Context: an optimization exercise on an open-source flow, tuned for small area and a short achievable clock period. The choices shown serve that exercise and are no tape-out recipe. At most, simulation tests tie the RTL to the original design; equivalence was not proved. Power and IR drop assume default switching activity.

## f007th_core
module f007th_core (
    input  wire        clk,
    input  wire        rst,
    input  wire        rx,
    output reg         o_valid,
    output reg  [2:0]  o_err,
    output reg  [7:0]  o_dev,
    output reg  [3:0]  o_ch,
    output reg         o_batt,
    output reg  [11:0] o_tcode,
    output reg  [7:0]  o_hum
);
export LEC_CHECK = 0
export ABC_CLOCK_PERIOD_IN_PS = 2500
export CAP_MARGIN = 20
export CORE_MARGIN = 2
export CORE_UTILIZATION = 65
export PLACE_DENSITY = 0.75
export SLEW_MARGIN = 20
create_clock -name core_clock -period 12.0 [get_ports {clk}]
run.sh (not shown) runs the stock make flow with config.mk's settings and CLKGATE_MAP_FILE= SYNTH_SCRIPT=/design/flow/synth_recipe.tcl, a recipe that flattens the netlist after the stock synthesis.
Rerun with:
CTS_BUF_LIST = sky130_fd_sc_hd__clkbuf_8   (was not set)
CTS_CLUSTER_DIAMETER = 45   (was not set)
CTS_CLUSTER_SIZE = 20   (was not set)
Effect: Die area stays the same. Count of clock-buffer cells in the layout is lower by 235. Routed wire length is lower by 29%. Core utilization is lower by 5.7 points.
No functional check of the RTL was part of any run of this note.

---

f007th_core, a different RTL version from the one above (not shown whole).
Size: about 4700 flip-flops, ~99000 µm² of cells after synthesis.
clock: 12.0 ns
lec_check: 0
abc_clock_period_in_ps: 2500
cap_margin: 20
core_margin: 2
core_utilization: 70
cts_buf_list: sky130_fd_sc_hd__clkbuf_16
cts_cluster_diameter: 45
cts_cluster_size: 32
place_density: 0.8
slew_margin: 20
standard.sh (not shown) runs the stock make flow with config.mk's settings and CLKGATE_MAP_FILE= SYNTH_SCRIPT=/design/flow/synth_recipe.tcl, a recipe that flattens the netlist after the stock synthesis.
==> flow/flow/run.sh <==
#!/bin/bash
set -uo pipefail
bash standard.sh SETUP_SLACK_MARGIN=8.6 finish > standard_flow.log 2>&1
==> next run, changes <==
==> flow/flow/run.sh (replaced) <==
#!/bin/bash
set -uo pipefail
bash standard.sh SETUP_SLACK_MARGIN=8.45 "CTS_ARGS=-sink_clustering_enable -repair_clock_nets -sink_clustering_size 25 -sink_clustering_max_diameter 50 -buf_list sky130_fd_sc_hd__clkbuf_16 -dont_use_dummy_load" finish > standard_flow.log 2>&1
- ABC_CLOCK_PERIOD_IN_PS: 2500 -> unset
- CTS_BUF_LIST: sky130_fd_sc_hd__clkbuf_16 -> unset
- CTS_CLUSTER_DIAMETER: 45 -> unset
- CTS_CLUSTER_SIZE: 32 -> unset
Result: The changed run completed without violations. Clock power is lower by 16%. Worst setup slack is better by 0.023 ns. Non-clock buffer count goes down by 17. Wire length went down by 1.8%. Final area drops by 2.2%. Worst hold slack loses 0.0060 ns. Via count falls by 2.2%.
==> next run, changes <==
- ABC_AREA: unset -> 1
After rerunning:
- synthesized cell count rises by 1.0%
- utilization rises by 0.61 points
- final area stays flat
- worst hold slack is worse by 0.0074 ns
==> next run, changes <==
==> flow/flow/run.sh (replaced) <==
#!/bin/bash
set -uo pipefail
bash standard.sh SETUP_SLACK_MARGIN=8.6 finish > standard_flow.log 2>&1
- ABC_AREA: 1 -> unset
- ABC_CLOCK_PERIOD_IN_PS: unset -> 2500
- CTS_BUF_LIST: unset -> sky130_fd_sc_hd__clkbuf_16
- CTS_CLUSTER_DIAMETER: unset -> 50
- CTS_CLUSTER_SIZE: unset -> 25
The new run finished clean.
First-iteration DRC count falls by 5.7%.
Wire length goes down by 1.7%.
Clock power rose by 5.8%.
Clock skew fell by 0.085 ns.
Register-to-register slack is better by 0.06 ns.
Sequential power stays flat.
Cell count barely changes.
Area after synthesis grows by 0.34%.
==> next run, changes <==
==> flow/flow/run.sh (replaced) <==
#!/bin/bash
set -uo pipefail
bash standard.sh SETUP_SLACK_MARGIN=8.6 "CTS_ARGS=-sink_clustering_enable -repair_clock_nets -sink_clustering_size 25 -sink_clustering_max_diameter 50 -buf_list sky130_fd_sc_hd__clkbuf_16 -dont_use_dummy_load" finish > standard_flow.log 2>&1
Result:
- The new run finished with timing, DRC and antenna clean
- final cell count drops by about 0.9%
- total power goes down by about 1.9%
- non-clock buffer count is lower by 3

---

Setup of job 105:
Another version of the RTL of f007th_core (not shown whole).
Size in the first run: about 5300 cells after synthesis, about 4700 flip-flops, roughly 40 I/O pins, roughly 98000 um^2 of cells after synthesis.
Settings: LEC_CHECK=0, CAP_MARGIN=20, CORE_MARGIN=2, CORE_UTILIZATION=70, PLACE_DENSITY=0.8, SLEW_MARGIN=20; clock period 12.0 ns.
==> flow/flow/run.sh <==
#!/bin/bash
set -uo pipefail
bash standard.sh SETUP_SLACK_MARGIN=8.5 \
  "CTS_ARGS=-sink_clustering_enable -repair_clock_nets -sink_clustering_size 25 -sink_clustering_max_diameter 50 -buf_list sky130_fd_sc_hd__clkbuf_16 -dont_use_dummy_load" \
  finish > standard_flow.log 2>&1
Job 105 did not finish; a tool error ended it in 4_1_cts.
The inputs of job 104 differ from those of job 105 as listed below.
==> flow/flow/run.sh <==
#!/bin/bash
# Standard ORFS layout through the standard.sh (unchanged synthesis) with
# these changes to how the layout is made:
set -uo pipefail
RES=orfs/results/sky130hd/f007th_core/base
export LIB=$FLOW_HOME/platforms/sky130hd/lib/sky130_fd_sc_hd__tt_025C_1v80.lib
export RES

attempt() {  # n util density cluster_size cluster_diameter
  local n=$1
  rm -f out/final.def
  bash standard.sh SETUP_SLACK_MARGIN=8.5 CORE_UTILIZATION=$2 PLACE_DENSITY=$3 \
    "CTS_ARGS=-sink_clustering_enable -repair_clock_nets -sink_clustering_size $4 -sink_clustering_max_diameter $5 -buf_list sky130_fd_sc_hd__clkbuf_16 -dont_use_dummy_load" \
    finish > standard_flow_$n.log 2>&1 || return 1
  [[ -f out/final.def && -f $RES/6_final.spef ]] || return 1
  openroad -no_init -exit flow/slewcheck.tcl > slewcheck_$n.log 2>&1 || return 1
  local w
  w=$(awk '/^WORST_CLK_SLEW/ {print $2}' slewcheck_$n.log)
  [[ -n "$w" ]] || return 1
  awk -v w="$w" 'BEGIN { exit !(w < 0.118) }'
}

attempt 1 70 0.8 25 50 && exit 0
mv orfs orfs_try1
attempt 2 65 0.75 20 40 && exit 0
mv orfs orfs_try2
attempt 3 60 0.7 16 35 && exit 0
[[ -f out/final.def ]]
==> flow/flow/slewcheck.tcl (new file) <==
# Prints the worst flip-flop clock-pin slew (ns) of the finished layout, using
# the final extracted parasitics that ORFS wrote.
set res $::env(RES)
read_liberty $::env(LIB)
read_db $res/6_final.odb
read_sdc $::env(FLOW_SDC)
set_propagated_clock [all_clocks]
read_spef $res/6_final.spef
set worst 0
foreach pin [get_pins -hierarchical */CLK] {
  set s [get_property $pin slew_max]
  if {$s > $worst} { set worst $s }
}
puts "WORST_CLK_SLEW $worst"
## What came out
Job 104 was carried through to the last stage, and its layout satisfied the timing, design-rule and antenna checks. 4_1_cts: job 105 exited with error. In job 104 relative to job 105, number of resized instances in the post-cts repair step had gone down by a few percent. Job 104 vs job 105: routability congestion estimate up in job 104. Diff job 104..job 105 | netlist area before placement | unchanged. Total cell area at the placement stage across job 105 and job 104: no real change. The lower buffer depth of the longest clock path of job 105 and job 104 is in job 105. Job 104 against job 105; die width is up by a few percent.

[what the ideal ports hide]
Ports are ideal in the flow. The routed layouts listed here were re-timed in OpenROAD. Step 1: set_driving_cell puts a clkbuf_16 on clk and a buf_2 on each other input, an assumption about the parent block. Step 2 also shifts input and output timing later by t, the mid clock arrival at the registers, as if the neighbouring blocks saw the same clock. Three values: no drivers, after step 1, after step 2; two values: the first two.
run	t (ns)	setup WS [ns]	worst hold slack (ns)	worst setup path after step 2
the first run of note 1	0.984	7.722 / 7.642 / 7.640	0.265 / 0.265 / 0.265	input to register
the second run of note 1	1.015	7.687 / 7.617 / 7.647	0.270 / 0.270 / 0.270	input to register
the first run of note 2	0.908	8.313 / 8.239 / 7.889	0.263 / 0.263 / 0.263	input to register
the second run of note 2	0.877	8.336 / 8.266 / 7.683	0.257 / 0.257 / 0.257	input to register
the third run of note 2	0.868	8.275 / 8.198 / 7.798	0.250 / 0.250 / 0.250	input to register
the fourth run of note 2	0.901	8.318 / 8.246 / 7.726	0.306 / 0.306 / 0.306	input to register
the fifth run of note 2	0.857	8.377 / 8.307 / 8.119	0.260 / 0.260 / 0.260	input to register
job 104	0.940	8.034 / 7.961 / 7.596	0.276 / 0.276 / 0.276	input to register
After both steps every run listed still meets setup and hold. For the second run of note 2, which loses most, drivers alone change the setup slack by -0.070 ns; drivers and shift together by -0.653 ns.
